Background: an optimization exercise with open tools, aiming at small area, a short achievable clock period and few clock cycles. Do not read the settings as production practice. Function was not checked in any run shown here: the RTL went through the layout flow alone. Power figures rest on the tool's default switching activity, not on a simulated workload.

<file path="design/flow/config.mk">
export PLATFORM = sky130hd
export DESIGN_NAME = gvi_codec
export DESIGN_NICKNAME = gvi_codec
export VERILOG_FILES = /design/flow/design.v
export SDC_FILE = /design/flow/constraint.sdc
export NUM_CORES = 4
export LEC_CHECK = 0
export CAP_MARGIN = 20
export CORE_MARGIN = 2
export CORE_UTILIZATION = 40
export SETUP_SLACK_MARGIN = 3.5
export SLEW_MARGIN = 20
</file>
<file path="design/flow/constraint.sdc">
create_clock -name core_clock -period 7.0 [get_ports {clk}]
set_input_delay 1.4000 -clock core_clock [delete_from_list [all_inputs] [get_ports {clk}]]
set_output_delay 1.4000 -clock core_clock [all_outputs]
set_load 0.01 [all_outputs]
</file>
<file path="design/flow/design.v">
module gvi_safe_enc (
    input  wire [7:0] r,
    output wire [7:0] chr
);
    reg [7:0] off;
    always @(*) begin
        if      (r <= 8'd25)  off = 8'd65;      
        else if (r <= 8'd51)  off = 8'd71;      
        else if (r <= 8'd61)  off = -8'd4;      
        else if (r == 8'd62)  off = -8'd29;     
        else if (r <= 8'd66)  off = -8'd28;     
        else if (r <= 8'd74)  off = -8'd27;     
        else if (r <= 8'd80)  off = -8'd17;     
        else if (r == 8'd81)  off = 8'd10;      
        else if (r <= 8'd84)  off = 8'd11;      
        else if (r <= 8'd88)  off = 8'd38;      
        else if (r <= 8'd111) off = 8'd103;     
        else if (r <= 8'd121) off = 8'd104;     
        else                  off = 8'd65 - 8'd122;   
    end
    assign chr = r + off;
endmodule
module gvi_safe_dec (
    input  wire [7:0] chr,
    output reg        hit,
    output wire [6:0] idx
);
    reg [7:0] off;
    always @(*) begin
        hit = 1'b1;
        off = 8'd0;
        if      (chr >= 8'h41 && chr <= 8'h5a) off = -8'd65;    
        else if (chr >= 8'h61 && chr <= 8'h7a) off = -8'd71;    
        else if (chr >= 8'h30 && chr <= 8'h39) off = 8'd4;      
        else if (chr == 8'h21)                 off = 8'd29;     
        else if (chr >= 8'h23 && chr <= 8'h26) off = 8'd28;     
        else if (chr >= 8'h28 && chr <= 8'h2f) off = 8'd27;     
        else if (chr >= 8'h3a && chr <= 8'h3f) off = 8'd17;     
        else if (chr == 8'h5b)                 off = -8'd10;    
        else if (chr >= 8'h5d && chr <= 8'h5f) off = -8'd11;    
        else if (chr >= 8'h7b && chr <= 8'h7e) off = -8'd38;    
        else if (chr >= 8'hc0 && chr <= 8'hd6) off = -8'd103;   
        else if (chr >= 8'hd8 && chr <= 8'he1) off = -8'd104;   
        else hit = 1'b0;
    end
    wire [7:0] sum = chr + off;
    assign idx = sum[6:0];
endmodule
module gvi_encoder (
    input  wire       clk,
    input  wire       rst,
    input  wire       in_valid,
    output wire       in_ready,
    input  wire [3:0] in_nib,
    input  wire       in_last,
    input  wire [3:0] in_shift,
    output wire       out_valid,
    input  wire       out_ready,
    output wire [7:0] out_char,
    output wire       out_last
);
    reg [13:0] buf_r;      
    reg  [2:0] wn;         
    reg        rh;         
    reg        full;       
    reg        drain;      
    reg        first;      
    reg        ph;         
    reg  [3:0] mshift;
    reg  [7:0] ochar;
    reg        ovalid, olast;
    wire [3:0] k0 = {wn[1:0], wn[2], 1'b0};                   
    wire [3:0] k1 = k0[3] ? k0 - 4'd7 : k0 + 4'd7;            
    wire [3:0] k  = full ? 4'd14 : (rh ? k1 : k0);
    assign in_ready  = !drain && (k <= 4'd10);
    assign out_valid = ovalid;
    assign out_char  = ochar;
    assign out_last  = olast;
    wire in_fire = in_valid & in_ready;
    wire [6:0] win = rh ? {buf_r[7], buf_r[8], buf_r[9], buf_r[10], buf_r[11], buf_r[12], buf_r[13]}
                        : {buf_r[0], buf_r[1], buf_r[2], buf_r[3], buf_r[4], buf_r[5], buf_r[6]};
    wire [6:0] mask = {1'b1, k > 4'd1, k > 4'd2, k > 4'd3, k > 4'd4, k > 4'd5, k > 4'd6};
    wire [6:0] sym  = win & mask;
    wire have  = (k >= 4'd7) | (drain & (k != 4'd0));
    wire ofree = !ovalid | out_ready;
    wire esc   = (sym[6:3] == 4'b1111) & (sym[2] | sym[1]);
    wire load  = ofree & have;
    wire pop   = load & (!esc | ph);
    wire fin   = drain & (k <= 4'd7);        
    wire [7:0] safe_chr;
    gvi_safe_enc u_enc (.r({1'b0, sym} + {4'd0, mshift}), .chr(safe_chr));
    wire [2:0] esc_d = sym[2:0] - 3'd2;
    always @(posedge clk) begin
        if (rst) begin
            wn     <= 3'd0;
            rh     <= 1'b0;
            full   <= 1'b0;
            drain  <= 1'b0;
            first  <= 1'b1;
            ph     <= 1'b0;
            ovalid <= 1'b0;
        end else begin
            if (in_fire) begin
                if (wn == 3'd0) buf_r[0] <= in_nib[3];
                if (wn == 3'd3) buf_r[0] <= in_nib[1];
                if (wn == 3'd0) buf_r[1] <= in_nib[2];
                if (wn == 3'd3) buf_r[1] <= in_nib[0];
                if (wn == 3'd0) buf_r[2] <= in_nib[1];
                if (wn == 3'd4) buf_r[2] <= in_nib[3];
                if (wn == 3'd0) buf_r[3] <= in_nib[0];
                if (wn == 3'd4) buf_r[3] <= in_nib[2];
                if (wn == 3'd1) buf_r[4] <= in_nib[3];
                if (wn == 3'd4) buf_r[4] <= in_nib[1];
                if (wn == 3'd1) buf_r[5] <= in_nib[2];
                if (wn == 3'd4) buf_r[5] <= in_nib[0];
                if (wn == 3'd1) buf_r[6] <= in_nib[1];
                if (wn == 3'd5) buf_r[6] <= in_nib[3];
                if (wn == 3'd1) buf_r[7] <= in_nib[0];
                if (wn == 3'd5) buf_r[7] <= in_nib[2];
                if (wn == 3'd2) buf_r[8] <= in_nib[3];
                if (wn == 3'd5) buf_r[8] <= in_nib[1];
                if (wn == 3'd2) buf_r[9] <= in_nib[2];
                if (wn == 3'd5) buf_r[9] <= in_nib[0];
                if (wn == 3'd2) buf_r[10] <= in_nib[1];
                if (wn == 3'd6) buf_r[10] <= in_nib[3];
                if (wn == 3'd2) buf_r[11] <= in_nib[0];
                if (wn == 3'd6) buf_r[11] <= in_nib[2];
                if (wn == 3'd3) buf_r[12] <= in_nib[3];
                if (wn == 3'd6) buf_r[12] <= in_nib[1];
                if (wn == 3'd3) buf_r[13] <= in_nib[2];
                if (wn == 3'd6) buf_r[13] <= in_nib[0];
                wn    <= (wn == 3'd6) ? 3'd0 : wn + 3'd1;
                first <= in_last;
                if (first) mshift <= in_shift;
                if (in_last) drain <= 1'b1;
            end
            if (ofree) ovalid <= have;
            if (load) begin
                if (esc & !ph) begin
                    ochar <= 8'h40;
                    olast <= 1'b0;
                    ph    <= 1'b1;
                end else begin
                    ochar <= esc ? {5'b00110, esc_d} : safe_chr;
                    olast <= fin;
                    ph    <= 1'b0;
                end
            end
            if (pop & fin) begin
                rh    <= 1'b0;
                wn    <= 3'd0;
                full  <= 1'b0;
                drain <= 1'b0;
            end else begin
                full <= pop ? 1'b0 : (full | (in_fire & !rh & (wn == 3'd6)));
                if (pop) rh <= !rh;
            end
        end
    end
endmodule
module gvi_decoder (
    input  wire       clk,
    input  wire       rst,
    input  wire       in_valid,
    output wire       in_ready,
    input  wire [7:0] in_char,
    input  wire       in_last,
    input  wire [3:0] in_shift,
    output wire       out_valid,
    input  wire       out_ready,
    output wire [3:0] out_nib,
    output wire [1:0] out_err,
    output wire       out_last
);
    localparam [1:0] E_NONE = 2'd0, E_CHAR = 2'd1, E_TRUNC = 2'd2, E_ESC = 2'd3;
    reg  [7:0] cch;
    reg        clast, cv;
    reg        c_at;       
    reg        first;      
    reg  [3:0] mshift;
    reg        esc_pend;   
    reg        skipping;   
    reg [13:0] buf_r;
    reg        wh;         
    reg  [2:0] rn;         
    reg        full;       
    reg        drain;      
    reg  [1:0] derr;       
    reg  [3:0] onib;
    reg  [1:0] oerr;
    reg        ovalid, olast;
    wire [3:0] kk0;
    assign kk0 = (rn == 3'd0) ? 4'd0 : (rn == 3'd1) ? 4'd10 : (rn == 3'd2) ? 4'd6 : (rn == 3'd3) ? 4'd2 :
                 (rn == 3'd4) ? 4'd12 : (rn == 3'd5) ? 4'd8 : 4'd4;    
    wire [3:0] k1 = kk0[3] ? kk0 - 4'd7 : kk0 + 4'd7;         
    wire [3:0] k  = full ? 4'd14 : (wh ? k1 : kk0);
    assign in_ready  = !cv | skipping | (!drain & ((k <= 4'd7) | c_at));
    assign out_valid = ovalid;
    assign out_nib   = onib;
    assign out_err   = oerr;
    assign out_last  = olast;
    wire in_fire = in_valid & in_ready;
    wire ofree = !ovalid | out_ready;
    wire rd    = ofree & (k >= 4'd4);
    wire erd   = ofree & !(k >= 4'd4) & drain & (derr != E_NONE);
    wire rfin  = rd & drain & (derr == E_NONE) & (k < 4'd8);    
    reg  [3:0] rnib;
    always @(*) begin
        case (rn)
            3'd0: rnib = {buf_r[0],  buf_r[1],  buf_r[2],  buf_r[3]};
            3'd1: rnib = {buf_r[4],  buf_r[5],  buf_r[6],  buf_r[7]};
            3'd2: rnib = {buf_r[8],  buf_r[9],  buf_r[10], buf_r[11]};
            3'd3: rnib = {buf_r[12], buf_r[13], buf_r[0],  buf_r[1]};
            3'd4: rnib = {buf_r[2],  buf_r[3],  buf_r[4],  buf_r[5]};
            3'd5: rnib = {buf_r[6],  buf_r[7],  buf_r[8],  buf_r[9]};
            default: rnib = {buf_r[10], buf_r[11], buf_r[12], buf_r[13]};
        endcase
    end
    wire done = rfin | erd;    
    wire       hit;
    wire [6:0] idx;
    gvi_safe_dec u_dec (.chr(cch), .hit(hit), .idx(idx));
    wire [7:0] sub  = {1'b0, idx} - {4'd0, mshift};
    wire [6:0] rsym = sub[7] ? (sub[6:0] + 7'd122) : sub[6:0];
    wire       is_at  = (cch == 8'h40);
    wire       is_d05 = (cch[7:3] == 5'b00110) & !(cch[2] & cch[1]);
    reg        want_wr;    
    reg  [6:0] psym;
    reg  [1:0] perr;
    always @(*) begin
        want_wr = 1'b0;
        psym    = rsym;
        perr    = E_NONE;
        if (esc_pend) begin
            psym = {4'b1111, cch[2:0] + 3'd2};
            if (is_d05) want_wr = 1'b1;
            else perr = E_ESC;
        end else if (is_at) begin
            if (clast) perr = E_TRUNC;
        end else if (hit) begin
            want_wr = 1'b1;
        end else begin
            perr = E_CHAR;
        end
    end
    wire       room  = (k <= 4'd7) | (rd & (k <= 4'd11));    
    wire       proc  = cv & (skipping | (!drain & (!want_wr | room)));
    wire       wr    = proc & !skipping & want_wr;
    wire       perr_go = proc & !skipping & (perr != E_NONE);
    wire       fin_in  = (wr & clast) | perr_go;    
    integer i;
    always @(posedge clk) begin
        if (rst) begin
            cv       <= 1'b0;
            first    <= 1'b1;
            esc_pend <= 1'b0;
            skipping <= 1'b0;
            wh       <= 1'b0;
            rn       <= 3'd0;
            full     <= 1'b0;
            drain    <= 1'b0;
            derr     <= E_NONE;
            ovalid   <= 1'b0;
        end else begin
            if (in_fire) begin
                cch   <= in_char;
                clast <= in_last;
                c_at  <= (in_char == 8'h40);
                first <= in_last;
                if (first) mshift <= in_shift;
            end
            if (in_fire) cv <= 1'b1;
            else if (proc) cv <= 1'b0;
            if (proc) begin
                if (skipping) begin
                    if (clast) skipping <= 1'b0;
                end else begin
                    esc_pend <= !esc_pend & is_at & !clast;
                    if (perr != E_NONE) begin
                        derr     <= perr;
                        skipping <= !clast;
                    end
                end
            end
            if (wr) begin
                for (i = 0; i < 7; i = i + 1)
                    if (wh) buf_r[7 + i] <= psym[6 - i];
                    else    buf_r[i]     <= psym[6 - i];
                wh <= !wh;
            end
            if (ofree) begin
                ovalid <= rd | erd;
                onib   <= rnib;
                oerr   <= rd ? E_NONE : derr;
                olast  <= rfin | erd;
            end
            if (rd) rn <= (rn == 3'd6) ? 3'd0 : rn + 3'd1;
            if (done) begin
                drain <= 1'b0;
                derr  <= E_NONE;
                full  <= 1'b0;
                wh    <= 1'b0;
                rn    <= 3'd0;
            end else begin
                if (fin_in) drain <= 1'b1;
                full <= wr ? (wh & (rd ? rn == 3'd6 : rn == 3'd0)) : (full & !rd);
            end
        end
    end
endmodule
module gvi_codec (
    input  wire       clk,
    input  wire       rst,
    input  wire       enc_in_valid,
    output wire       enc_in_ready,
    input  wire [3:0] enc_in_nib,
    input  wire       enc_in_last,
    input  wire [3:0] enc_in_shift,
    output wire       enc_out_valid,
    input  wire       enc_out_ready,
    output wire [7:0] enc_out_char,
    output wire       enc_out_last,
    input  wire       dec_in_valid,
    output wire       dec_in_ready,
    input  wire [7:0] dec_in_char,
    input  wire       dec_in_last,
    input  wire [3:0] dec_in_shift,
    output wire       dec_out_valid,
    input  wire       dec_out_ready,
    output wire [3:0] dec_out_nib,
    output wire [1:0] dec_out_err,
    output wire       dec_out_last
);
    gvi_encoder u_encoder (
        .clk(clk), .rst(rst),
        .in_valid(enc_in_valid), .in_ready(enc_in_ready),
        .in_nib(enc_in_nib), .in_last(enc_in_last), .in_shift(enc_in_shift),
        .out_valid(enc_out_valid), .out_ready(enc_out_ready),
        .out_char(enc_out_char), .out_last(enc_out_last)
    );
    gvi_decoder u_decoder (
        .clk(clk), .rst(rst),
        .in_valid(dec_in_valid), .in_ready(dec_in_ready),
        .in_char(dec_in_char), .in_last(dec_in_last), .in_shift(dec_in_shift),
        .out_valid(dec_out_valid), .out_ready(dec_out_ready),
        .out_nib(dec_out_nib), .out_err(dec_out_err), .out_last(dec_out_last)
    );
endmodule
</file>
<file path="design/flow/run.sh">
#!/bin/bash
# synth_recipe.tcl (not shown) runs the flow's synth.tcl, then flattens the netlist and writes it again
# the make line also repeats each setting of config.mk as NAME=value (left out here)
make -C /OpenROAD-flow-scripts/flow DESIGN_CONFIG=/design/flow/config.mk WORK_HOME=/design/flow/orfs CLKGATE_MAP_FILE= SYNTH_SCRIPT=/design/flow/synth_recipe.tcl finish
</file>
==> results of run 1 <==
power by group:
| part | internal (W) | total [W] | switching (W) | leakage, nW |
|---|---|---|---|---|
| registers | 0.000616 | 0.000650 | 0.0000336 | 0.757 |
| clock network | 0.000246 | 0.000460 | 0.000214 | 0.136 |
| logic | 0.000473 | 0.00102 | 0.000545 | 2.09 |
| total | 0.00134 | 0.00213 | 0.000793 | 2.98 |
Yosys cell counts, drive strengths merged (3+ instances only):
cell type	instances
edfxtp	62
nor2	59
a21oi	52
nand2	52
inv	38
o21ai	37
ha	28
clkbuf	24
dfxtp	22
mux2	19
nand2b	16
xnor2	16
nor3	15
nand3	14
nor2b	13
a21o	12
and3	11
buf	9
mux2i	8
or2	8
xor2	8
a211oi	7
and2	7
a31oi	6
nor3b	6
o31ai	6
fa	5
o211ai	5
o21a	5
o21bai	5
a22oi	4
a311oi	4
o2111ai	4
a2111oi	3
a211o	3
a221oi	3
a31o	3
nor4	3
o221ai	3
o311ai	3
o31a	3
or3	3
sequential cells by signal, indices dropped and copies added, names as in the netlist, 2 cells and up:
register	count
u_encoder.buf_r	14
u_decoder.onib	4
u_decoder.derr	2
u_decoder.cch	8
u_decoder.buf_r	14
u_decoder.rn	3
u_encoder.ochar	8
u_encoder.wn	3
u_encoder.mshift	4
u_decoder.oerr	2
u_decoder.mshift	4
layout by cell type, fill, tap and decap left out, types with 4 or more instances in the layout:
cell type	count
clkdlybuf4s50_1	45
nor2_1	52
a21oi_2	13
xnor2_1	11
o21ai_0	25
and2_1	5
nor2b_4	4
buf_4	62
and3_1	10
nand2b_1	12
o21ai_2	5
o21bai_1	5
mux2i_1	7
clkbuf_16	9
a31oi_1	6
o21ai_1	6
ha_1	21
dfxtp_4	7
a21oi_1	37
o211ai_1	5
edfxtp_1	62
mux2_2	19
xor2_1	6
nor2_2	6
or2_2	5
nor2b_1	6
o31ai_1	4
ha_4	6
o21a_1	5
inv_1	28
inv_6	4
inv_4	5
dfxtp_1	15
nand2_1	48
nand3_1	12
a21o_1	12
fa_2	5
nor3_1	12
metal layers:
layer / GRT usage / wire length [um] / up-vias
li1: - / - / 2547
met1: 0.265 / 7180 / 2519
met2: 0.317 / 7260 / 172
met3: 0.0355 / 713 / 42
met4: 0.0758 / 422 / 0
met5: 0 / 0 / -
critical path, stage by stage, from the launching register on:
cell	delay (ns)
dfxtp_4	0.39
nand2b_4	0.18
nor3_4	0.20
a311oi_2	0.07
nand2_1	0.14
nand3_2	0.08
o21ai_2	0.08
ha_2	0.20
inv_2	0.04
fa_2	0.37
nor2b_2	0.14
o22a_1	0.20
o2111ai_4	0.17
xnor2_4	0.30
nor2_2	0.11
a211oi_2	0.26
o21ai_1	0.09
a31o_1	0.27
ha_4	0.17
fa_2	0.36
a21oi_2	0.12
nor2_1	0.04
nor2_1	0.15
inv_1	0.07
a21oi_2	0.13
a211o_1	0.15
a21oi_1	0.07
o31a_1	0.23
final timing paths:
kind / slack, ns / cells past startpoint / start / endpoint
setup reg to reg: 1.95 / 27 / u_encoder.wn[1]$_SDFFE_PP0P_ / u_encoder.ochar[6]$_SDFFCE_PP1P_
hold reg to reg: 0.47 / 1 / u_decoder.first$_SDFFE_PP1P_ / u_decoder.first$_SDFFE_PP1P_
setup / recovery: 1.95 / 27 / u_encoder.wn[1]$_SDFFE_PP0P_ / u_encoder.ochar[6]$_SDFFCE_PP1P_
hold / removal: 0.47 / 1 / u_decoder.first$_SDFFE_PP1P_ / u_decoder.first$_SDFFE_PP1P_
final cells by class:
cell class / instances / area [sq um] / area share
sequential: 84 / 2330 / 0.297
clock buffer: 9 / 225 / 0.0287
inverter: 39 / 176 / 0.0225
timing repair buffer: 113 / 966 / 0.123
multi-input combinational: 486 / 3860 / 0.492
clock inverter: 7 / 57.6 / 0.00733
tap: 184 / 230 / 0.0293
timing repair:
item	4_1_cts	5_1_grt
gates cloned	1	0
setup endpoints to repair	58	41
buffers inserted	49	14
resized for setup	67	42
pin swaps	46	45
endpoints found under the hold margin	0	0
logic make-up (layout without fill, tap and decap cells):
logic type / Yosys count / after routing / share of synthesized area
simple gates: 218 / 218 / 0.185
buf+inv: 72 / 168 / 0.0498
flops: 84 / 84 / 0.390
compound gates: 183 / 183 / 0.210
xor+xnor: 25 / 25 / 0.0394
fa+ha+maj: 33 / 33 / 0.0763
mux: 27 / 27 / 0.0498
stage by stage:
stage	hold WS (ns)	setup slack [ns]	instances	utilization
after floorplan	0.427	2.03	642	-
after global placement	0.440	1.45	842	0.459
after detailed placement	0.448	1.25	842	0.459
after CTS	0.463	1.97	908	0.522
after global routing	0.495	1.64	922	0.542
final	0.465	1.95	922	0.542
==> results.json, run 1 <==
{
  "status": "no timing/DRC/antenna violations",
  "critPathKind": "reg -> reg",
  "rows": 44,
  "wl_per_cell_um": 16.9,
  "syn-num-nets": 703,
  "place_area_sq_um": 6640,
  "rsz0062_at_grt": "yes",
  "stdcell_area_sq_um": 7850,
  "area_growth_syn_to_layout_pct": 33.0,
  "drt-vias-per-instance": 5.73,
  "drt_pass1_iterations": 5,
  "place.port_buffers": 47,
  "synth_top_area_cell": "edfxtp_1",
  "endpoint_kind": "register",
  "die_h_um": 125,
  "skew_ns": 0.0107,
  "grt_overflow": 0,
  "peakVddDrop_v": 0.000136,
  "htree_levels": 3,
  "final_layout_size_suffix_gt1_frac": 0.301,
  "die_x_um": 125,
  "track_usage": 0.197,
  "drtIter0Drc": 540,
  "clockBufferDepth": 2,
  "power.leakage_nw": 2.98,
  "mappedNetlistArea_sq_um": 5900,
  "cts_tree": "built",
  "drcViolationCount": 0,
  "core-area_sq_um": 14500,
  "worstPathMaxFanout": 11,
  "fin_crit_ns": 5.05,
  "async_reset_ff_frac": 0,
  "ys_warn_count": 4,
  "cts_buffers": 9,
  "fin_nets": 794,
  "hpwl_um": 10400,
  "setup_viol": 0,
  "maxCapViolCount": 0,
  "worst-slew-pin-transition_ns": 0.706,
  "synth_cell_types": 79,
  "gp_congestion": 0.869,
  "postCtsHoldBufs": 0,
  "dr_total_vias": 5280,
  "slew_violations": 0,
  "postSynthAreaPerCell_sq_um": 9.19,
  "crit_required_ns": 7.10,
  "maxSlewHeadroom": 0.516,
  "yosys.area.top_type_share": 0.315,
  "min_path_type": "reg -> reg",
  "finalCritPeriodShare": 0.721,
  "grt_pass1_vias": 5133,
  "clkTransAtPathRegs_ns": 0.07,
  "clk_latency_ns": 0.35,
  "power_w": 0.00213,
  "powerDensity_nw_per_um2": 271,
  "antenna_found_initial": 0,
  "diodes": 0,
  "dieArea_sq_um": 15700,
  "wl_um": 15600,
  "final_antenna_net_count": 0,
  "critical_path_arrival_ns": 5.15,
  "hold_viol": 0,
  "grt_pass1_wl_um": 25300,
  "synth-main-ff-cell": "edfxtp_1",
  "root_buffer": "clkbuf_16",
  "ioPinCount": 48,
  "num-fill-cells": 1276,
  "ys_seq_area_frac": 0.390,
  "synth_area_leaders": "edfxtp_1, dfxtp_1, ha_1, a21oi_1, nor2_1",
  "grt_max_degree": 18,
  "synth-seq-cells": 84,
  "fmax_ghz": 0.198,
  "start_util": 0.408,
  "tns_ns": 0,
  "clock_sinks": 84,
  "worstSetupStartpointType": "register",
  "synthCells": 642,
  "synth_edf_count": 62
}
==> inputs of run 2 (changes only) <==
--- a/design/flow/config.mk
+++ b/design/flow/config.mk
@@ -8,5 +8,4 @@
 export CAP_MARGIN = 20
 export CORE_MARGIN = 2
 export CORE_UTILIZATION = 40
-export SETUP_SLACK_MARGIN = 3.5
 export SLEW_MARGIN = 20
==> run 2 against run 1 <==
  * Still clean on timing, DRC and antenna
  * Setup slack worse by 1.3 ns
  * Combinational power down 29%
  * Routed wire length fell by 13%
  * Clock power rose by 7.2%
  * Critical path depth rose by 1
  * Non-clock buffer count shrank 64
  * Global-route usage down 2.2 points
  * Synthesized cell count is the same
  * Cell area is 13% lower
  * First-iteration DRC count shrank 29%
  * Clock skew decreased by 0.0061 ns
  * Cell count decreased by 6.9%
  * Largest cell class unchanged
  * Largest power group unchanged
==> results.json, run 2 <==
{
  "grt_max_degree": 21,
  "p_seq_frac": 0.354,
  "clk_latency_ns": 0.34,
  "drt-vias-per-instance": 5.66,
  "syn-num-nets": 703,
  "synth_simple_gate_area_share": 0.185,
  "place_area_sq_um": 6470,
  "setup_viol": 0,
  "timing.critical_path.mode_cell": "inv_1",
  "synth_edf_count": 62,
  "track_usage": 0.175,
  "wl_um": 13500,
  "clock_sinks": 84,
  "fin_nets": 730,
  "place_ws_ns": 0.589,
  "fmax_ghz": 0.157,
  "skew_ns": 0.00454,
  "start_util": 0.408,
  "post-synth-top-count-cell": "edfxtp_1",
  "dr_total_vias": 4854,
  "synth_xor_xnor_area_share": 0.0394,
  "cts_resized": 0,
  "mappedNetlistArea_sq_um": 5900,
  "worst-slew-pin-transition_ns": 0.966,
  "ff2ff_setup_slack_ns": 0.62,
  "rows": 44,
  "slew_violations": 0,
  "p_comb_frac": 0.384,
  "critical_path_arrival_ns": 6.47,
  "clkTransAtPathRegs_ns": 0.06,
  "drtIter0Drc": 383,
  "endpoint_kind": "register",
  "power.leakage_nw": 2.56,
  "setup_ws_ns": 0.616,
  "postCtsHoldBufs": 0,
  "critPathKind": "reg -> reg",
  "grt_pass1_wl_um": 22600,
  "postSynthAreaPerCell_sq_um": 9.19,
  "wl_per_cell_um": 15.7,
  "synth_cell_types": 79,
  "ys_seq_area_frac": 0.390,
  "switching_share": 0.347,
  "status": "no timing/DRC/antenna violations",
  "top_regs": "u_decoder.buf_r: 14 flops, u_encoder.buf_r: 14 flops",
  "final_antenna_net_count": 0,
  "final_common_cell": "edfxtp_1",
  "ioPinCount": 48,
  "maxCapViolCount": 0,
  "switchingPower_w": 0.000653,
  "muxShareOfSynthArea": 0.0498,
  "clockBufferDepth": 2,
  "critical_path.top_delay_family": "compound AO/OA/AOI/OAI gates",
  "instances_no_fill": 858,
  "die_h_um": 125,
  "synth_adder_area_share": 0.0763,
  "root_buffer": "clkbuf_16",
  "synth_common_cells": "edfxtp_1, nor2_1, a21oi_1, nand2_1, inv_1",
  "min_path_type": "reg -> reg",
  "drt_pass1_iterations": 6,
  "synth_compound_area_frac": 0.210,
  "synthCells": 642,
  "cts_tree": "built",
  "stdcell_area_sq_um": 6790,
  "grt_pass1_vias": 4674,
  "synth_top_area_cell": "edfxtp_1",
  "fin_crit_ns": 6.38,
  "place.port_buffers": 47,
  "tns_ns": 0,
  "worstSetupStartpointType": "register",
  "grt_overflow": 0,
  "gp_congestion": 0.845,
  "rsz0062_at_grt": "no",
  "hold_start": "u_decoder.full$_SDFF_PP0_",
  "powerDensity_nw_per_um2": 277,
  "final_cell_mix": "edfxtp_1, nor2_1, a21oi_1, nand2_1, clkdlybuf4s50_1",
  "drcViolationCount": 0,
  "finalCritPeriodShare": 0.912,
  "synth_area_leaders": "edfxtp_1, dfxtp_1, ha_1, a21oi_1, nor2_1",
  "ys_warn_count": 4,
  "critPathMaxStageDelay_ns": 0.59,
  "synth-seq-cells": 84,
  "yosys.area.top_type_share": 0.315,
  "peakVddDrop_v": 0.000159,
  "worstPathMaxFanout": 13,
  "crit_required_ns": 7.09,
  "async_reset_ff_frac": 0,
  "path_buf_inv": 4,
  "core-area_sq_um": 14500,
  "pwr-share-clk": 0.262,
  "synth-main-ff-cell": "edfxtp_1",
  "maxSlewHeadroom": 0.355,
  "crit_start": "u_encoder.wn[0]$_SDFFE_PP0P_",
  "hold_viol": 0,
  "dp_cells": 842,
  "synth_top_family_by_area": "compound AO/OA/AOI/OAI gates",
  "internal_power_w": 0.00123,
  "cts_buffers": 9,
  "area_growth_syn_to_layout_pct": 15.1,
  "hpwl_um": 10300,
  "antenna_found_initial": 0,
  "htree_levels": 3,
  "rr_startpoint": "u_encoder.wn[0]$_SDFFE_PP0P_",
  "cpMaxStageDelayCell": "dfxtp_1",
  "final_layout_size_suffix_gt1_frac": 0.0816,
  "die_x_um": 125,
  "dieArea_sq_um": 15700,
  "power_w": 0.00188,
  "postCtsSetupBuffers": 0,
  "diodes": 0
}
==> run 2: cell counts after synthesis <==
No cell type changed its count.
==> run 2: tightest hold or removal path: stages, from the launching register on <==
cell,delay [ns]
dfxtp_1,0.32
nand2_1,0.06
a21oi_1,0.05
==> run 2: cell families after synthesis <==
| kind of cell | after synthesis |
|---|---|
| flip-flops | 84 |
| XOR/XNOR | 25 |
| adder cells (fa/ha/maj) | 33 |
| AND/OR/NAND/NOR | 218 |
| AO/OA/AOI/OAI | 183 |
| buffers and inverters | 72 |
| multiplexers | 27 |
==> run 2: layout make-up <==
| type | count | area, sq um |
|---|---|---|
| timing repair buffer | 49 | 485 |
| clock inverter | 5 | 58.8 |
| sequential | 84 | 2300 |
| fill | 1367 | 7690 |
| clock buffer | 11 | 254 |
| tap | 184 | 230 |
| inverter | 39 | 146 |
| multi-input combinational | 486 | 3310 |
==> run 2: worst paths after layout <==
| kind | end | cells past startpoint |
|---|---|---|
| max | u_encoder.ochar[6]$_SDFFCE_PP1P_ | 28 |
| min | u_decoder.full$_SDFF_PP0_ | 2 |
| max reg2reg | u_encoder.ochar[6]$_SDFFCE_PP1P_ | 28 |
| min reg2reg | u_decoder.full$_SDFF_PP0_ | 2 |
==> run 2: through the flow <==
| step | hold slack, ns | utilization |
|---|---|---|
| 3_5_place_dp | 0.448 | 0.447 |
| 4_1_cts | 0.470 | 0.468 |
| 2_1_floorplan | 0.427 | - |
| 3_3_place_gp | 0.439 | 0.447 |
| 5_1_grt | 0.504 | 0.469 |
| 6_report | 0.475 | 0.469 |
==> run 2: metal layers <==
| layer | share of wire | vias to the layer above | GRT usage |
|---|---|---|---|
| li1 | - | 2412 | - |
| met4 | 0.011 | 0 | 0.0523 |
| met2 | 0.45 | 146 | 0.277 |
| met5 | 0 | - | 0 |
| met1 | 0.48 | 2286 | 0.242 |
| met3 | 0.053 | 10 | 0.0368 |
==> run 2: power by group through the flow <==
stage,clock (W),sequential (W),combinational (W)
floorplan,0,0.000652,0.000548
global placement,0,0.000675,0.000709
detailed placement,0,0.000677,0.000718
CTS,0.000503,0.000666,0.000723
global route,0.000526,0.000674,0.000815
finish,0.000493,0.000667,0.000722
==> inputs of run 3 (changes only) <==
==> design/flow/flow/run.sh (new file) <==
#!/bin/bash
# The standard layout, with synthesis left to ABC for the adders: yosys's
# full/half-adder extraction (ADDER_MAP_FILE) is skipped, nothing else changes.
set -euo pipefail
bash standard.sh ADDER_MAP_FILE= finish > orfs_make.log 2>&1
==> design/flow/standard.sh (new file) <==
#!/bin/bash
# synth_recipe.tcl (not shown) runs the flow's synth.tcl, then flattens the netlist and writes it again
# the make line also repeats each setting of config.mk as NAME=value (left out here)
make -C /OpenROAD-flow-scripts/flow DESIGN_CONFIG=/design/flow/config.mk WORK_HOME=/design/flow/orfs CLKGATE_MAP_FILE= SYNTH_SCRIPT=/design/flow/synth_recipe.tcl "${@:-finish}"
removed: design/flow/run.sh
==> run 3 against run 2 <==
  * Via count increased by 10%
  * Synthesized cell count increased by 8.6%
  * Global-route usage increased by 1.6 points
  * Critical path type unchanged
  * Clock-buffer cell count increased by 1
  * Clock skew increased by 0.0048 ns
  * Still clean
  * Sequential share of layout area decreased by 1.2 points
  * Setup slack improved by 1.7 ns
  * Utilization decreased by 0.64 points
==> results.json, run 3 <==
{
  "final_layout_size_suffix_gt1_frac": 0.116,
  "start_util": 0.411,
  "clk_latency_ns": 0.35,
  "status": "no timing/DRC/antenna violations",
  "grt_max_degree": 25,
  "rr_startpoint": "u_decoder.cch[4]$_DFFE_PP_",
  "antenna_found_initial": 0,
  "critPathMaxStageDelay_ns": 0.82,
  "ioPinCount": 48,
  "tns_ns": 0,
  "power.leakage_nw": 2.42,
  "ff_latch_area_sq_um": 2300,
  "rows": 45,
  "endpoint_kind": "register",
  "wl_um": 15400,
  "cts_tree": "built",
  "worst-slew-pin-transition_ns": 0.979,
  "root_buffer": "clkbuf_16",
  "postCtsHoldBufs": 0,
  "synth_edf_count": 62,
  "yosys.area.top_type_share": 0.298,
  "cp_cell_sequence": "or3_4, or3_4, o21a_1, o21ai_2, nand2_1, or2_1, nor3b_1, a21oi_1, a21oi_1, and2_1, nand2_1, nor3b_1",
  "setup_viol": 0,
  "clock_sinks": 84,
  "postSynthAreaPerCell_sq_um": 8.95,
  "synth_cell_types": 92,
  "path_buf_inv": 0,
  "powerDensity_nw_per_um2": 240,
  "drt_pass1_iterations": 6,
  "cts_resized": 0,
  "critical_path_arrival_ns": 4.68,
  "syn-num-nets": 725,
  "worstPathMaxFanout": 16,
  "drcViolationCount": 0,
  "top_regs": "u_decoder.buf_r: 14 flops, u_encoder.buf_r: 14 flops",
  "grt_pass1_vias": 4836,
  "maxCapViolCount": 0,
  "dieArea_sq_um": 16600,
  "hpwl_um": 11400,
  "ys_seq_area_frac": 0.369,
  "track_usage": 0.191,
  "peakVddDrop_v": 0.000114,
  "wl_per_cell_um": 17.0,
  "gp_congestion": 0.948,
  "ff2ff_setup_slack_ns": 2.29,
  "cts_buffers": 9,
  "final_antenna_net_count": 0,
  "dp_cells": 894,
  "fin_crit_ns": 4.71,
  "hold_start": "u_decoder.cv$_SDFFE_PP0P_",
  "worstSetupStartpointType": "register",
  "min_path_type": "reg -> reg",
  "async_reset_ff_frac": 0,
  "synthCells": 697,
  "critPathKind": "reg -> reg",
  "die_h_um": 129,
  "clockBufferDepth": 2,
  "synth_common_cells": "nor2_1, nand2_1, edfxtp_1",
  "critical_path.top_delay_family": "simple AND/OR/NAND/NOR gates",
  "mappedNetlistArea_sq_um": 6240,
  "cpMaxStageDelayCell": "nor3b_1",
  "ys_warn_count": 4,
  "synth-main-ff-cell": "edfxtp_1",
  "setup_ws_ns": 2.29,
  "place.port_buffers": 47,
  "fin_nets": 745,
  "instances_no_fill": 910,
  "finalCritPeriodShare": 0.673,
  "final_common_cell": "nor2_1",
  "drtIter0Drc": 521,
  "hold_viol": 0,
  "clkTransAtPathRegs_ns": 0.06,
  "synth_area_leaders": "edfxtp_1, dfxtp_1, nor2_1, a21oi_1, mux2_2",
  "postCtsSetupBuffers": 0,
  "drt-vias-per-instance": 5.88,
  "rsz0062_at_grt": "no",
  "synth_top_area_cell": "edfxtp_1",
  "synth-seq-cells": 84,
  "htree_levels": 3,
  "dr_total_vias": 5349,
  "crit_required_ns": 6.96,
  "r2r-end": "u_decoder.buf_r[11]$_DFFE_PP_",
  "post-synth-top-count-cell": "nor2_1",
  "skew_ns": 0.00937,
  "final_cell_mix": "nor2_1, nand2_1, edfxtp_1, a21oi_1, clkdlybuf4s50_1",
  "grt_pass1_wl_um": 25300,
  "area_growth_syn_to_layout_pct": 12.7,
  "maxSlewHeadroom": 0.346,
  "place_ws_ns": 2.33,
  "fmax_ghz": 0.212,
  "num-fill-cells": 1448,
  "diodes": 0,
  "slew_violations": 0,
  "grt_overflow": 0,
  "holdPathEnd": "u_decoder.skipping$_SDFFE_PP0P_",
  "r2r_cells": 12,
  "die_x_um": 129,
  "core-area_sq_um": 15200,
  "multiInputGateArea_sq_um": 3700,
  "hold_path_depth": 1
}
==> run 3: worst max-delay path by stage <==
stage | from | to | slack [ns] | cells past startpoint
2_1_floorplan | u_decoder.cch[3]$_DFFE_PP_ | u_decoder.buf_r[10]$_DFFE_PP_ | 3.08 | 14
4_1_cts | u_decoder.cch[4]$_DFFE_PP_ | u_decoder.buf_r[11]$_DFFE_PP_ | 2.28 | 12
6_report | u_decoder.cch[4]$_DFFE_PP_ | u_decoder.buf_r[11]$_DFFE_PP_ | 2.29 | 12
5_1_grt | u_decoder.cch[4]$_DFFE_PP_ | u_decoder.buf_r[11]$_DFFE_PP_ | 1.91 | 12
3_5_place_dp | u_decoder.cch[4]$_DFFE_PP_ | u_decoder.buf_r[12]$_DFFE_PP_ | 2.33 | 12
3_3_place_gp | u_decoder.cch[4]$_DFFE_PP_ | u_decoder.buf_r[12]$_DFFE_PP_ | 2.30 | 12
==> run 3: cell type report <==
cell class                      count  area share
Clock buffer                       12      0.0336
Clock inverter                      4     0.00356
Inverter                           14     0.00747
Multi-Input combinational cell    560       0.527
Sequential cell                    84       0.327
Tap cell                          188      0.0335
Timing Repair Buffer               48      0.0680
==> run 3: cells by family (layout without fill, tap and decap cells) <==
kind of cell    count (synthesis)  in the layout  synth area share
compound gates                198            198             0.226
buf+inv                        53             78            0.0379
xor+xnor                       42             42            0.0668
simple gates                  279            279             0.229
fa+ha+maj                       8              8            0.0138
mux                            33             33            0.0575
flops                          84             84             0.369
==> run 3: per-stage QoR <==
step / hold slack, ns / instance area, sq um / utilization / power (W)
after global routing: 0.493 / 7030 / 0.463 / 0.00178
after CTS: 0.459 / 7030 / 0.463 / 0.00169
after floorplan: 0.427 / 6240 / - / 0.00110
after global placement: 0.437 / 6770 / 0.445 / 0.00124
after detailed placement: 0.445 / 6770 / 0.445 / 0.00125
final: 0.458 / 7030 / 0.463 / 0.00169
==> run 3: layer usage <==
metal,wire length (um),track usage
met1,7660,0.285
met2,6570,0.279
met3,990,0.0374
met4,213,0.0614
met5,0,0
==> run 3: where the power goes <==
group	leakage (nW)	switching, W	internal, W
logic	1.54	0.000337	0.000258
registers	0.752	0.0000567	0.000595
clock network	0.127	0.000199	0.000241
total	2.42	0.000593	0.00109
==> inputs of run 4 (changes only) <==
--- a/design/flow/config.mk
+++ b/design/flow/config.mk
@@ -8,4 +8,5 @@
 export CAP_MARGIN = 20
 export CORE_MARGIN = 2
 export CORE_UTILIZATION = 40
+export SETUP_SLACK_MARGIN = 3.0
 export SLEW_MARGIN = 20
==> run 4 against run 3 <==
  * Still clean
  * Sequential cell count is the same
  * First-iteration DRC count increased by 11%
  * Critical path depth up 1
  * Clock power increased by 1%
  * Non-clock buffer count increased by 49
  * Highest routed layer unchanged
==> results.json, run 4 <==
{
  "hold_viol": 0,
  "worst-slew-pin-transition_ns": 0.943,
  "setup_viol": 0,
  "drtIter0Drc": 578,
  "core-area_sq_um": 15200,
  "grt_overflow": 0,
  "mappedNetlistArea_sq_um": 6240,
  "tns_ns": 0,
  "synth-main-ff-cell": "edfxtp_1",
  "gp_congestion": 0.948,
  "ys_warn_count": 4,
  "final_layout_size_suffix_gt1_frac": 0.223,
  "powerDensity_nw_per_um2": 228,
  "track_usage": 0.196,
  "min_path_type": "reg -> reg",
  "postSynthAreaPerCell_sq_um": 8.95,
  "finalCritPeriodShare": 0.572,
  "synth_top_area_cell": "edfxtp_1",
  "clk_latency_ns": 0.35,
  "place.port_buffers": 47,
  "endpoint_kind": "register",
  "final_cell_mix": "nor2_1, nand2_1, edfxtp_1, a21oi_1",
  "syn-num-nets": 725,
  "top_regs": "u_decoder.buf_r: 14 flops, u_encoder.buf_r: 14 flops",
  "ys_seq_area_frac": 0.369,
  "die_x_um": 129,
  "dieArea_sq_um": 16600,
  "setup_ws_ns": 3.00,
  "skew_ns": 0.00905,
  "critical_path_arrival_ns": 4.10,
  "maxCapViolCount": 0,
  "ff_latch_area_sq_um": 2320,
  "yosys.area.top_type_share": 0.298,
  "wl_per_cell_um": 17.0,
  "area_growth_syn_to_layout_pct": 23.6,
  "peakVddDrop_v": 0.000114,
  "post-synth-top-count-cell": "nor2_1",
  "drcViolationCount": 0,
  "grt_max_degree": 25,
  "drt_pass1_iterations": 6,
  "cts_buffers": 9,
  "fin_crit_ns": 4.00,
  "fin_nets": 794,
  "stdcell_area_sq_um": 7710,
  "fmax_ghz": 0.250,
  "grt_pass1_wl_um": 25900,
  "place_ws_ns": 2.33,
  "critPathKind": "reg -> reg",
  "htree_levels": 3,
  "ioPinCount": 48,
  "worstPathMaxFanout": 11,
  "worstSetupStartpointType": "register",
  "async_reset_ff_frac": 0,
  "final_common_cell": "nor2_1",
  "cts_tree": "built",
  "synth_edf_count": 62,
  "die_h_um": 129,
  "hold_path_depth": 1,
  "clockBufferDepth": 2,
  "clkTransAtPathRegs_ns": 0.07,
  "instances_no_fill": 959,
  "place_area_sq_um": 6770,
  "synth-seq-cells": 84,
  "clock_sinks": 84,
  "power.leakage_nw": 2.72,
  "wl_um": 16300,
  "rows": 45,
  "grt_pass1_vias": 4976,
  "diodes": 0,
  "crit_required_ns": 7.10,
  "final_core_util": 0.507,
  "num-fill-cells": 1404,
  "multiInputGateArea_sq_um": 3970,
  "synth_area_leaders": "edfxtp_1, dfxtp_1, nor2_1, a21oi_1, mux2_2",
  "drt-vias-per-instance": 5.84,
  "dp_cells": 894,
  "rsz0062_at_grt": "yes",
  "slew_violations": 0,
  "maxSlewHeadroom": 0.364,
  "hpwl_um": 11400,
  "synthCells": 697,
  "antenna_found_initial": 0,
  "synth_common_cells": "nor2_1, nand2_1, edfxtp_1",
  "synth_cell_types": 92,
  "status": "no timing/DRC/antenna violations",
  "start_util": 0.411,
  "root_buffer": "clkbuf_16",
  "dr_total_vias": 5597,
  "r2r_cells": 13,
  "final_antenna_net_count": 0
}
==> run 4: logic make-up (layout without fill, tap and decap cells) <==
kind of cell,count (synthesis),in the layout,synth area share
AND/OR/NAND/NOR,279,279,0.229
AO/OA/AOI/OAI,198,198,0.226
flip-flops,84,84,0.369
buffers and inverters,53,127,0.0379
XOR/XNOR,42,42,0.0668
multiplexers,33,33,0.0575
adder cells (fa/ha/maj),8,8,0.0138
==> run 4: cell type report <==
class,count,share of cell area
inverters,14,0.00681
flip-flops and latches,84,0.301
repair buffers,97,0.113
well taps,188,0.0305
clock inverters,4,0.00324
multi-input cells,560,0.515
clock buffers,12,0.0307
==> run 4: final timing paths <==
path | start | endpoint | slack [ns]
worst max-delay path | u_encoder.wn[1]$_SDFFE_PP0P_ | u_encoder.ochar[5]$_SDFFCE_PP0P_ | 3.00
worst min-delay path | u_decoder.first$_SDFFE_PP1P_ | u_decoder.first$_SDFFE_PP1P_ | 0.46
worst max register to register | u_encoder.wn[1]$_SDFFE_PP0P_ | u_encoder.ochar[5]$_SDFFCE_PP0P_ | 3.00
worst min register to register | u_decoder.first$_SDFFE_PP1P_ | u_decoder.first$_SDFFE_PP1P_ | 0.46
==> run 4: metrics by stage <==
step | total power [W] | hold slack (ns)
2_1_floorplan | 0.00110 | 0.427
3_3_place_gp | 0.00124 | 0.437
3_5_place_dp | 0.00125 | 0.445
4_1_cts | 0.00171 | 0.459
5_1_grt | 0.00185 | 0.493
6_report | 0.00176 | 0.456
==> run 4: power breakdown <==
group | total [W] | switching, W | internal (W) | leakage [nW]
Clock | 0.000445 | 0.000204 | 0.000241 | 0.127
Sequential | 0.000642 | 0.0000465 | 0.000595 | 0.757
Combinational | 0.000671 | 0.000373 | 0.000298 | 1.84
Total | 0.00176 | 0.000623 | 0.00113 | 2.72
==> run 4: routing by layer <==
metal	wire [um]	vias up	part of all wire	global-route usage
li1	-	2736	-	-
met1	7950	2666	0.49	0.286
met2	7270	175	0.45	0.293
met3	882	20	0.054	0.0387
met4	223	0	0.014	0.0633
met5	0	-	0	0
==> run 4: repair_timing <==
| action | CTS | global route |
|---|---|---|
| resized for setup | 32 | 31 |
| buffers inserted | 15 | 34 |
| endpoints found under the setup margin | 34 | 31 |
| hold buffers | 0 | 0 |
| pin swaps | 3 | 18 |
==> run 4: critical path: stages, from the launching register on <==
cell      delay (ns)
dfxtp_4         0.45
nor2b_4         0.24
a21oi_4         0.10
or2_1           0.27
maj3_2          0.42
o211ai_4        0.26
nand3b_4        0.15
nor4_4          0.41
a311oi_1        0.14
o221ai_2        0.27
nand2b_1        0.22
a21oi_1         0.10
or3_1           0.40
a311o_1         0.32

[re-timing with driven ports]
No port has a modelled driver above. Below, the same layouts with a new extraction and two added sets of constraints.
Step 1 (the two cells are an assumption about what drives the block):
set clk [get_ports {clk}]
set_driving_cell -lib_cell sky130_fd_sc_hd__clkbuf_16 $clk
set_driving_cell -lib_cell sky130_fd_sc_hd__buf_2 [delete_from_list [all_inputs] $clk]
Step 2 times the ports against the registers' clock, not the clock port: input delays grow and output delays shrink by t, the midpoint of the rising clock arrivals with the driver on.
Three values: ideal ports, drivers, drivers and shift; two values: the first two.
| run | shift t [ns] | slack for setup (ns) | worst setup path at the end | clock arrival spread, ns |
|---|---|---|---|---|
| run 1 | 0.387 | 1.954 / 1.954 / 1.954 | register to register | 0.011 / 0.010 |
| run 2 | 0.381 | 0.616 / 0.616 / 0.616 | register to register | 0.006 / 0.006 |
| run 3 | 0.388 | 2.288 / 2.288 / 2.288 | register to register | 0.010 / 0.010 |
| run 4 | 0.389 | 2.998 / 2.998 / 2.998 | register to register | 0.010 / 0.010 |
After both steps setup and hold are still met in every run listed.
